From an optimization exercise on the open Yosys and OpenROAD flow, aimed at small area and a short achievable clock period; shortcuts taken in it are not production practice.
Only the layout flow was run in this run; the RTL was not checked for function there.
Power and IR drop assume default switching activity.

--- run.sh ---
#!/bin/bash
# synth_recipe.tcl (not shown) runs the flow's synth.tcl, then flattens the netlist and writes it again
# the make line also repeats each setting of config.mk as NAME=value (left out here)
make -C /OpenROAD-flow-scripts/flow DESIGN_CONFIG=/design/flow/config.mk WORK_HOME=/design/flow/orfs CLKGATE_MAP_FILE= SYNTH_SCRIPT=/design/flow/synth_recipe.tcl finish
--- config.mk ---
export PLATFORM = sky130hd
export DESIGN_NAME = r10k_sched
export DESIGN_NICKNAME = r10k_sched
export VERILOG_FILES = /design/flow/design.v
export SDC_FILE = /design/flow/constraint.sdc
export NUM_CORES = 4
export LEC_CHECK = 0
export CAP_MARGIN = 20
export CORE_MARGIN = 2
export CORE_UTILIZATION = 40
export SLEW_MARGIN = 20
--- constraint.sdc ---
create_clock -name core_clock -period 11.0 [get_ports {clk}]
set_input_delay 2.2000 -clock core_clock [delete_from_list [all_inputs] [get_ports {clk}]]
set_output_delay 2.2000 -clock core_clock [all_outputs]
set_load 0.01 [all_outputs]
--- design.v ---
module r10k_sched (
    input  logic        clk,
    input  logic        rst,           
    input  logic [7:0]  n_insts,       
    output logic [7:0]  prog_addr,     
    input  logic [31:0] prog_data0,    
    input  logic [31:0] prog_data1,    
    output logic [1:0]  status,        
    output logic [15:0] cycle,
    output logic [1:0]  fetch_v,
    output logic [15:0] fetch_idx,
    output logic [1:0]  decode_v,
    output logic [15:0] decode_idx,
    output logic [1:0]  dispatch_v,
    output logic [15:0] dispatch_idx,
    output logic [1:0]  issue_v,
    output logic [15:0] issue_idx,
    output logic [1:0]  execute_v,
    output logic [15:0] execute_idx,
    output logic [1:0]  complete_v,
    output logic [15:0] complete_idx,
    output logic [1:0]  retire_v,
    output logic [15:0] retire_idx
);
  localparam logic [1:0] ST_RUN = 2'd0, ST_DONE = 2'd1, ST_ABORT = 2'd2;
  localparam int DECW = 17;
  logic [7:0]             fp, ndec, nd, nr;
  logic [1:0][DECW-1:0]   fq, dq;
  logic [15:0]            rob_done, rob_dv;
  logic [4:0]             flc;                  
  logic [15:0][3:0]       map_tag;              
  logic [15:0]            map_rdy;
  logic [3:0]             rs_busy, rs_iss, rs_w1, rs_w2;
  logic [3:0][3:0]        rs_t1, rs_t2, rs_slot;
  logic [1:0]             xq_len;
  logic [1:0][1:0]        xq_k;                 
  logic [1:0]             cq_len;
  logic [1:0][3:0]        cq_slot;
  logic [1:0]             cq_wait;
  logic [15:0]            cycle_r;
  logic [1:0]             status_r;
  logic [6:0][1:0]        ev_v;                 
  logic [1:0][1:0]        ev_iss_k;
  logic [1:0][3:0]        ev_cmp_slot;
  wire run = (status_r == ST_RUN);
  wire [1:0] fq_len  = fp[1:0] - ndec[1:0];
  wire [1:0] dq_len  = ndec[1:0] - nd[1:0];
  wire [4:0] rob_cnt = nd[4:0] - nr[4:0];
  wire [3:0] h0 = nr[3:0];
  wire [3:0] h1 = nr[3:0] + 4'd1;
  wire       ret0 = rob_done[h0];
  wire       ret1 = ret0 & rob_done[h1];
  wire [1:0] nret = {ret0 & ret1, ret0 & ~ret1};
  wire [1:0] rel  = 2'(ret0 & rob_dv[h0]) + 2'(ret1 & rob_dv[h1]);
  wire c0 = (cq_len != 2'd0) & ~cq_wait[0];
  wire c1 = cq_len[1] & ~cq_wait[1];
  wire k0 = (cq_len != 2'd0) & cq_wait[0];
  wire k1 = cq_len[1] & cq_wait[1];
  wire [1:0] klen = {k0 & k1, k0 ^ k1};
  function automatic logic woken(input logic [3:0] tag);
    woken = (c0 && tag == cq_slot[0]) || (c1 && tag == cq_slot[1]);
  endfunction
  wire ex0 = (xq_len != 2'd0) & ~klen[1];
  wire ex1 = xq_len[1] & (klen == 2'd0);
  wire [1:0] nex = {ex1, ex0 & ~ex1};
  wire [3:0] ex_slot0 = rs_slot[xq_k[0]];
  wire [3:0] ex_slot1 = rs_slot[xq_k[1]];
  logic [3:0] freed;
  always_comb begin
    for (int q = 0; q < 4; q++)
      freed[q] = (ex0 && xq_k[0] == 2'(q)) || (ex1 && xq_k[1] == 2'(q));
  end
  wire [1:0] xq_rem = xq_len - nex;
  logic [3:0] w1_n, w2_n, rdy;
  always_comb begin
    for (int q = 0; q < 4; q++) begin
      w1_n[q] = rs_w1[q] & ~woken(rs_t1[q]);
      w2_n[q] = rs_w2[q] & ~woken(rs_t2[q]);
      rdy[q]  = rs_busy[q] & ~rs_iss[q] & ~w1_n[q] & ~w2_n[q];
    end
  end
  logic [1:0] sel0, sel1;
  logic       any0, any1;
  always_comb begin
    any0 = 1'b0; any1 = 1'b0; sel0 = '0; sel1 = '0;
    for (int q = 0; q < 4; q++) begin
      if (rdy[q]) begin
        if (!any0) begin
          any0 = 1'b1; sel0 = 2'(q);
        end else if (!any1) begin
          any1 = 1'b1; sel1 = 2'(q);
        end
      end
    end
  end
  wire iss0 = any0 & ~xq_rem[1];
  wire iss1 = any1 & (xq_rem == 2'd0);
  logic [3:0] issued;
  always_comb begin
    for (int q = 0; q < 4; q++)
      issued[q] = (iss0 && sel0 == 2'(q)) || (iss1 && sel1 == 2'(q));
  end
  wire [3:0] free_pre = ~rs_busy;
  wire [3:0] free     = ~rs_busy | freed;
  wire [1:0] kA = dq[0][16:15];
  wire       s1vA = dq[0][14], s2vA = dq[0][9], dvA = dq[0][4];
  wire [3:0] s1A = dq[0][13:10], s2A = dq[0][8:5], dA = dq[0][3:0];
  wire [1:0] kB = dq[1][16:15];
  wire       s1vB = dq[1][14], s2vB = dq[1][9], dvB = dq[1][4];
  wire [3:0] s1B = dq[1][13:10], s2B = dq[1][8:5], dB = dq[1][3:0];
  function automatic logic [4:0] pick(input logic [1:0] kind, input logic [3:0] fr);
    logic [3:0] oh;
    case (kind)
      2'd0:    oh = fr[0] ? 4'b0001 : {2'b00, fr[1], 1'b0};
      2'd1:    oh = {1'b0, fr[2], 2'b00};
      default: oh = {fr[3], 3'b000};
    endcase
    pick = {|oh, oh};
  endfunction
  wire [4:0] pA     = pick(kA, free);
  wire [4:0] pA_pre = pick(kA, free_pre);
  wire [4:0] pB     = pick(kB, free & ~pA[3:0]);
  wire rob_full_r = (rob_cnt == 5'd16) & ~ret0;
  wire rob_room2  = (rob_cnt <= 5'd14) | ret0;           
  wire flA_ok = ~dvA | (flc != 5'd0);
  wire flB_ok = ~dvB | ((flc != 5'd0) & ~(dvA & flc == 5'd1));
  wire dispA = (dq_len != 2'd0) & ~rob_full_r & pA[4] & flA_ok;
  wire dispB = dispA & dq_len[1] & rob_room2 & pB[4] & flB_ok;
  wire [1:0] ndisp = {dispB, dispA & ~dispB};
  wire [3:0] slotA = nd[3:0];
  wire [3:0] slotB = nd[3:0] + 4'd1;
  logic [15:0] mrdy;
  always_comb begin
    for (int r = 0; r < 16; r++) mrdy[r] = map_rdy[r] | woken(map_tag[r]);
  end
  wire       wA1 = s1vA & ~mrdy[s1A];
  wire       wA2 = s2vA & ~mrdy[s2A];
  wire       byB1 = dvA & (dA == s1B);
  wire       byB2 = dvA & (dA == s2B);
  wire       wB1 = s1vB & (byB1 | ~mrdy[s1B]);
  wire       wB2 = s2vB & (byB2 | ~mrdy[s2B]);
  wire [3:0] tA1 = map_tag[s1A];
  wire [3:0] tA2 = map_tag[s2A];
  wire [3:0] tB1 = byB1 ? slotA : map_tag[s1B];
  wire [3:0] tB2 = byB2 ? slotA : map_tag[s2B];
  wire [1:0] dq_after = dq_len - ndisp;
  wire [1:0] dq_room  = 2'd2 - dq_after;
  wire [1:0] m = (fq_len < dq_room) ? fq_len : dq_room;
  wire [1:0] fq_after = fq_len - m;
  wire [7:0] fp1 = fp + 8'd1;
  wire       more0 = (fp != n_insts);
  wire       more1 = more0 & (fp1 != n_insts);
  wire f0 = more0 & ~fq_after[1];
  wire f1 = more1 & (fq_after == 2'd0);
  wire [1:0] nf = {f1, f0 & ~f1};
  wire [7:0] nr1 = nr + 8'd1;
  wire [7:0] nr2 = nr + 8'd2;
  wire done_n = ret1 ? (nr2 == n_insts) : ret0 ? (nr1 == n_insts) : (nr == n_insts);
  wire progress = ret0 | c0 | c1 | ex0 | (any0 & ~xq_len[1]) |
                  ((dq_len != 2'd0) & ~rob_full_r & pA_pre[4] & flA_ok) |
                  ((fq_len != 2'd0) & ~dq_len[1]) | (more0 & ~fq_len[1]);
  wire abort_n = ~progress & (cq_len == 2'd0);
  always_ff @(posedge clk) begin
    if (rst) begin
      fp <= '0;  ndec <= '0;  nd <= '0;  nr <= '0;
      rob_done <= '0;
      flc <= 5'd16;
      map_rdy <= '1;
      rs_busy <= '0;
      xq_len <= '0;
      cq_len <= '0;
      cycle_r <= 16'd1;
      status_r <= ST_RUN;
      ev_v <= '0;
    end else if (run) begin
      fp   <= f1 ? fp + 8'd2 : f0 ? fp1 : fp;
      ndec <= ndec + 8'(m);
      nd   <= nd + 8'(ndisp);
      nr   <= ret1 ? nr2 : ret0 ? nr1 : nr;
      flc  <= flc - 5'(dispA & dvA) - 5'(dispB & dvB) + 5'(rel);
      for (int s = 0; s < 16; s++) begin
        rob_done[s] <= (rob_done[s] & ~(ret0 && h0 == 4'(s)) & ~(ret1 && h1 == 4'(s))) |
                       (c0 && cq_slot[0] == 4'(s)) | (c1 && cq_slot[1] == 4'(s));
      end
      for (int r = 0; r < 16; r++) begin
        map_rdy[r] <= mrdy[r];
        if (dispA && dvA && dA == 4'(r)) map_rdy[r] <= 1'b0;
        if (dispB && dvB && dB == 4'(r)) map_rdy[r] <= 1'b0;
      end
      for (int q = 0; q < 4; q++)
        rs_busy[q] <= (rs_busy[q] & ~freed[q]) | (dispA & pA[q]) | (dispB & pB[q]);
      xq_len <= xq_rem + {iss1, iss0 & ~iss1};
      cq_len <= klen + nex;
      cycle_r <= (done_n | abort_n) ? cycle_r : cycle_r + 16'd1;
      status_r <= done_n ? ST_DONE : abort_n ? ST_ABORT : ST_RUN;
      ev_v[0] <= {f1, f0};
      ev_v[1] <= {m[1], m != 2'd0};
      ev_v[2] <= {dispB, dispA};
      ev_v[3] <= {iss1, iss0};
      ev_v[4] <= {ex1, ex0};
      ev_v[5] <= {c0 & c1, c0 | c1};
      ev_v[6] <= {ret1, ret0};
    end else begin
      ev_v <= '0;
    end
  end
  always_ff @(posedge clk) begin
    if (run) begin
      fq[0] <= (fq_after != 2'd0) ? (m == 2'd0 ? fq[0] : fq[1]) : dec_word(prog_data0);
      fq[1] <= fq_after[1] ? fq[1] : (fq_after[0] ? dec_word(prog_data0) : dec_word(prog_data1));
      dq[0] <= (dq_after != 2'd0) ? (ndisp == 2'd0 ? dq[0] : dq[1]) : fq[0];
      dq[1] <= dq_after[1] ? dq[1] : (dq_after[0] ? fq[0] : fq[1]);
      for (int s = 0; s < 16; s++) begin
        if (dispA && slotA == 4'(s)) rob_dv[s] <= dvA;
        if (dispB && slotB == 4'(s)) rob_dv[s] <= dvB;
      end
      for (int r = 0; r < 16; r++) begin
        if (dispA && dvA && dA == 4'(r)) map_tag[r] <= slotA;
        if (dispB && dvB && dB == 4'(r)) map_tag[r] <= slotB;
      end
      for (int q = 0; q < 4; q++) begin
        rs_iss[q] <= rs_iss[q] | issued[q];
        rs_w1[q]  <= w1_n[q];
        rs_w2[q]  <= w2_n[q];
        if (dispA && pA[q]) begin
          rs_iss[q] <= 1'b0;
          rs_w1[q] <= wA1;  rs_t1[q] <= tA1;
          rs_w2[q] <= wA2;  rs_t2[q] <= tA2;
          rs_slot[q] <= slotA;
        end
        if (dispB && pB[q]) begin
          rs_iss[q] <= 1'b0;
          rs_w1[q] <= wB1;  rs_t1[q] <= tB1;
          rs_w2[q] <= wB2;  rs_t2[q] <= tB2;
          rs_slot[q] <= slotB;
        end
      end
      xq_k[0] <= (xq_rem != 2'd0) ? (nex == 2'd0 ? xq_k[0] : xq_k[1]) : sel0;
      xq_k[1] <= xq_rem[1] ? xq_k[1] : (xq_rem[0] ? sel0 : sel1);
      if (k0) begin
        cq_slot[0] <= cq_slot[0];  cq_wait[0] <= 1'b0;
      end else if (k1) begin
        cq_slot[0] <= cq_slot[1];  cq_wait[0] <= 1'b0;
      end else begin
        cq_slot[0] <= ex_slot0;    cq_wait[0] <= xq_k[0][1];
      end
      if (k0 & k1) begin
        cq_slot[1] <= cq_slot[1];  cq_wait[1] <= 1'b0;
      end else if (k0 | k1) begin
        cq_slot[1] <= ex_slot0;    cq_wait[1] <= xq_k[0][1];
      end else begin
        cq_slot[1] <= ex_slot1;    cq_wait[1] <= xq_k[1][1];
      end
      ev_iss_k[0] <= sel0;
      ev_iss_k[1] <= sel1;
      ev_cmp_slot[0] <= c0 ? cq_slot[0] : cq_slot[1];
      ev_cmp_slot[1] <= cq_slot[1];
    end
  end
  function automatic logic [DECW-1:0] dec_word(input logic [31:0] w);
    dec_word = {w[1:0], w[2], w[11:8], w[3], w[19:16], w[4], w[27:24]};
  endfunction
  wire [3:0] nr_hi1 = nr[7:4] + 4'd1;
  function automatic logic [7:0] idx_of(input logic [3:0] slot);
    idx_of = {(slot < nr[3:0]) ? nr_hi1 : nr[7:4], slot};
  endfunction
  function automatic logic [15:0] last_two(input logic [7:0] ptr, input logic two);
    logic [7:0] p1;
    p1 = ptr - 8'd1;
    last_two = {p1, two ? p1 - 8'd1 : p1};
  endfunction
  wire [3:0] exe_slot0 = (cq_len[1] && ev_v[4] == 2'b01) ? cq_slot[1] : cq_slot[0];
  assign prog_addr = fp;
  assign status    = status_r;
  assign cycle     = cycle_r;
  assign fetch_v    = ev_v[0];  assign fetch_idx    = last_two(fp, ev_v[0][1]);
  assign decode_v   = ev_v[1];  assign decode_idx   = last_two(ndec, ev_v[1][1]);
  assign dispatch_v = ev_v[2];  assign dispatch_idx = last_two(nd, ev_v[2][1]);
  assign issue_v    = ev_v[3];
  assign issue_idx  = {idx_of(rs_slot[ev_iss_k[1]]), idx_of(rs_slot[ev_iss_k[0]])};
  assign execute_v  = ev_v[4];
  assign execute_idx  = {idx_of(cq_slot[1]), idx_of(exe_slot0)};
  assign complete_v = ev_v[5];
  assign complete_idx = {idx_of(ev_cmp_slot[1]), idx_of(ev_cmp_slot[0])};
  assign retire_v   = ev_v[6];  assign retire_idx   = last_two(nr, ev_v[6][1]);
endmodule
==> notes.md <==
simple-gate share of the synthesized area=13.8%; Yosys cell types=89; critical path arrival=8.81 ns; vias in the first global route=20.0k; combinational share of power=59.7%; ant diodes=0; register area share after synthesis=36.2%; Vias=20.2k; CTS clock-pin slew for the worst setup and hold paths=0.06 ns; CTS tree=built; Initial Util=40.4%; gr ovfl total=0; Post-synth EDFFs=234; crit path launch type=register; mux cell area share after synthesis=18.4%; Seq pwr share=26.1%; run status=finished clean; Total Routed Length=83300 µm; worst-skew pair later-pin latency=0.59 ns; drt first pass iters=5; first-pass GRT wire length=126000 µm; Die ar.=0.0656 mm²; Crit path required time=11.46 ns; postcts setup bufs=0; Yosys top cell area share=27.6%; worst slew pin tran=1.16 ns; All-Layer GR Usage=24.9%; XOR/XNOR Fraction of Synth Area=13.5%; fillers=5825; reg2reg end=fp[5]; Net Sw Frac=43.3%; R2R cell count=25; post-DP HPWL=59000 µm; crit path capture=fp[5]; GPL Wtd Cong=0.981; initial antenna violation count=0; pin count of the biggest net entering global routing=77; Synth Area in Compound Gates=9.56%; dpl cells=3332; setup_tns=0 ns; Syn Nets=2589; chip width=256 µm; max cap viols=0; final cell count without fillers=3410; CP max-delay cell=ha_1; Ports=226; count of state elements after synthesis=343; Hold Path Class=register to register; Hold Fails Final Rpt=0; worst-path fanout max=27; maximum root-to-sink buffer count=3; number of vias per cell=5.91; hold_buf cts=0; most common cell after layout, fill and taps aside=xnor2_1; clk_skew=0.0340 ns; # nets final=2691; synth warn=1; crit path from=nr[3]; P_sw=4520 µW; Int Power=5920 µW; Worst path max stage delay=0.76 ns; ranking of synthesized cells by area=edfxtp_1 (28%), mux4_2 (12%), xnor2_1 (9.3%), dfxtp_1 (8.6%), mux2_2 (5.7%); antenna-violating nets left=0; wire length per cell=24.4 µm; Synth Area in Adders=4.46%; Crit Path Class=register to register; die extent in y=256 µm; Mean Syn Cell Area=10.5 µm²; Tcrit/Tclk final=75.9%; Num CTS Buffers=42; share of cells above drive strength 1=16.3%; VDD IR max=0.484 mV; Buffers on Ports=195; largest area contributor in the netlist=edfxtp_1; Slew headroom=22.0%; Worst R2R Start=nr[3]; Overall Power=10400 µW; Cell Area, Synth=0.0254 mm²; Root Buffer=clkbuf_16; CP endpoint kind=register; unrepaired setup endpoints after global routing=false; pre-CTS WS=2.04 ns; H-tree lvl count=2; DR iter-0 viols=1511; Cell Rows=92; CTS sink cnt=343; minimum clock period after layout=8.35 ns; worst hold slack=0.478 ns; core area=0.0630 mm²; # DRC=0; combinational family with the most area after synthesis=multiplexers; Gate Count Post-Synth=2428; Synth Flop Type=edfxtp_1; Clk pwr share=14.2%; pwr/cell area=354 mW/mm²; fmax=120 MHz; most frequent cells in the layout=xnor2_1 (269), edfxtp_1 (234), nand2_1 (215); asr flop ratio synth=0%; R2R setup slack=2.65 ns; total leakage power=0.0100 µW; Layout area overhead=16.1%; Post-CTS Resized=0; # setup viols final=0; fin. max-slew vios=0; final worst setup slack=2.65 ns
==> critical path, delay by kind of cell, from the launching register on <==
kind,cells,cell delay (ns)
simple gates,6,1.66
xor+xnor,3,0.61
flops,1,0.65
compound gates,7,1.51
fa+ha+maj,4,1.88
buf+inv,5,1.87
==> flip-flops by register name, summed over array words and instances, names as in the netlist, 14 cells and up <==
name,cells
rs_t1,16
fq,34
dq,34
rob_dv,16
rs_slot,16
map_tag,64
rs_t2,16
ev_v,14
cycle_r,16
rob_done,16
map_rdy,16
==> power by group through the flow <==
| stage | logic [µW] | registers (µW) | clock network [µW] |
|---|---|---|---|
| after detailed placement | 6220 | 2750 | 0 |
| after global placement | 6090 | 2730 | 0 |
| after CTS | 6250 | 2730 | 1500 |
| after global routing | 6730 | 2780 | 1550 |
| after floorplan | 4380 | 2500 | 0 |
| final | 6230 | 2730 | 1480 |
==> logic make-up (layout without fill, tap and decap cells) <==
family          Yosys count  in the layout
simple gates            698            698
xor+xnor                392            392
compound gates          372            372
flops                   343            343
mux                     285            285
buf+inv                 251            387
fa+ha+maj                87             87
==> stage by stage <==
stage | util (%) | instance area, µm²
3_3_place_gp | 44.5 | 28000
3_5_place_dp | 44.5 | 28000
6_report | 46.9 | 29500
5_1_grt | 46.9 | 29500
2_1_floorplan | - | 25400
4_1_cts | 46.9 | 29500
==> per-layer routing <==
metal  wire length, µm  global-route usage, %  vias to the layer above
li1                  -                      -                     9096
met1             34200                   32.4                    10000
met2             40500                   42.7                      857
met3              5550                   3.07                      154
met4              3010                   9.19                        0
met5                 0                      0                        -
==> cell type report <==
type / instances / area, µm² / area share, %
multi-input combinational: 1834 / 15200 / 51.6
inverter: 69 / 259 / 0.878
clock inverter: 21 / 229 / 0.776
clock buffer: 57 / 1250 / 4.25
sequential: 343 / 9210 / 31.2
tap: 846 / 1060 / 3.59
timing repair buffer: 240 / 2280 / 7.74
==> worst min path at each step <==
stage	from	end	cells after the start
finish	flc[1]	flc[1]	2
global placement	cq_len[0]	cq_len[0]	2
detailed placement	flc[1]	flc[1]	2
global route	flc[1]	flc[1]	2
floorplan	cq_len[0]	cq_len[0]	2
CTS	flc[1]	flc[1]	2
==> cell usage after synthesis (15+ instances only) <==
library cell / number
a21oi_1: 112
and2_1: 21
and3_1: 29
buf_1: 35
buf_2: 15
clkbuf_1: 118
dfxtp_1: 109
edfxtp_1: 234
ha_1: 81
inv_1: 62
mux2_2: 129
mux2i_1: 16
mux4_2: 133
nand2_1: 215
nand2b_1: 20
nand3_1: 61
nand4_1: 32
nor2_1: 158
nor2b_1: 18
nor3_1: 45
o21ai_0: 79
o31ai_1: 21
or3_1: 18
or4_1: 16
xnor2_1: 269
xor2_1: 123

port drivers added, routing unchanged:
In the flow no input, the clock included, has a driving cell. The finished layout below was timed again as built, in two steps. Step 1 (the two cells are an assumption about what drives the block):
set clk [get_ports {clk}]
set_driving_cell -lib_cell sky130_fd_sc_hd__clkbuf_16 $clk
set_driving_cell -lib_cell sky130_fd_sc_hd__buf_2 [delete_from_list [all_inputs] $clk]
Step 2 adds t to the input delays and takes it off the output delays; t is the mean of the earliest and latest rising clock arrival at the registers after step 1. Input paths then give back, and output paths get back, about the clock's delay inside the block. Slacks: ideal ports / drivers / drivers and shift; pairs: ideal ports / drivers.
shift t [ns]: 0.632
slack for setup (ns): 2.647 / 2.647 / 2.647
clock arrival spread, ns: 0.034 / 0.034
worst register clock-pin slew, ns: 0.06 / 0.06
worst slew at a driven data input, ns: 0.05
After both steps setup and hold are still met in this run. The setup slack of this run moves by 0.000 ns with the drivers and by 0.000 ns with both steps.
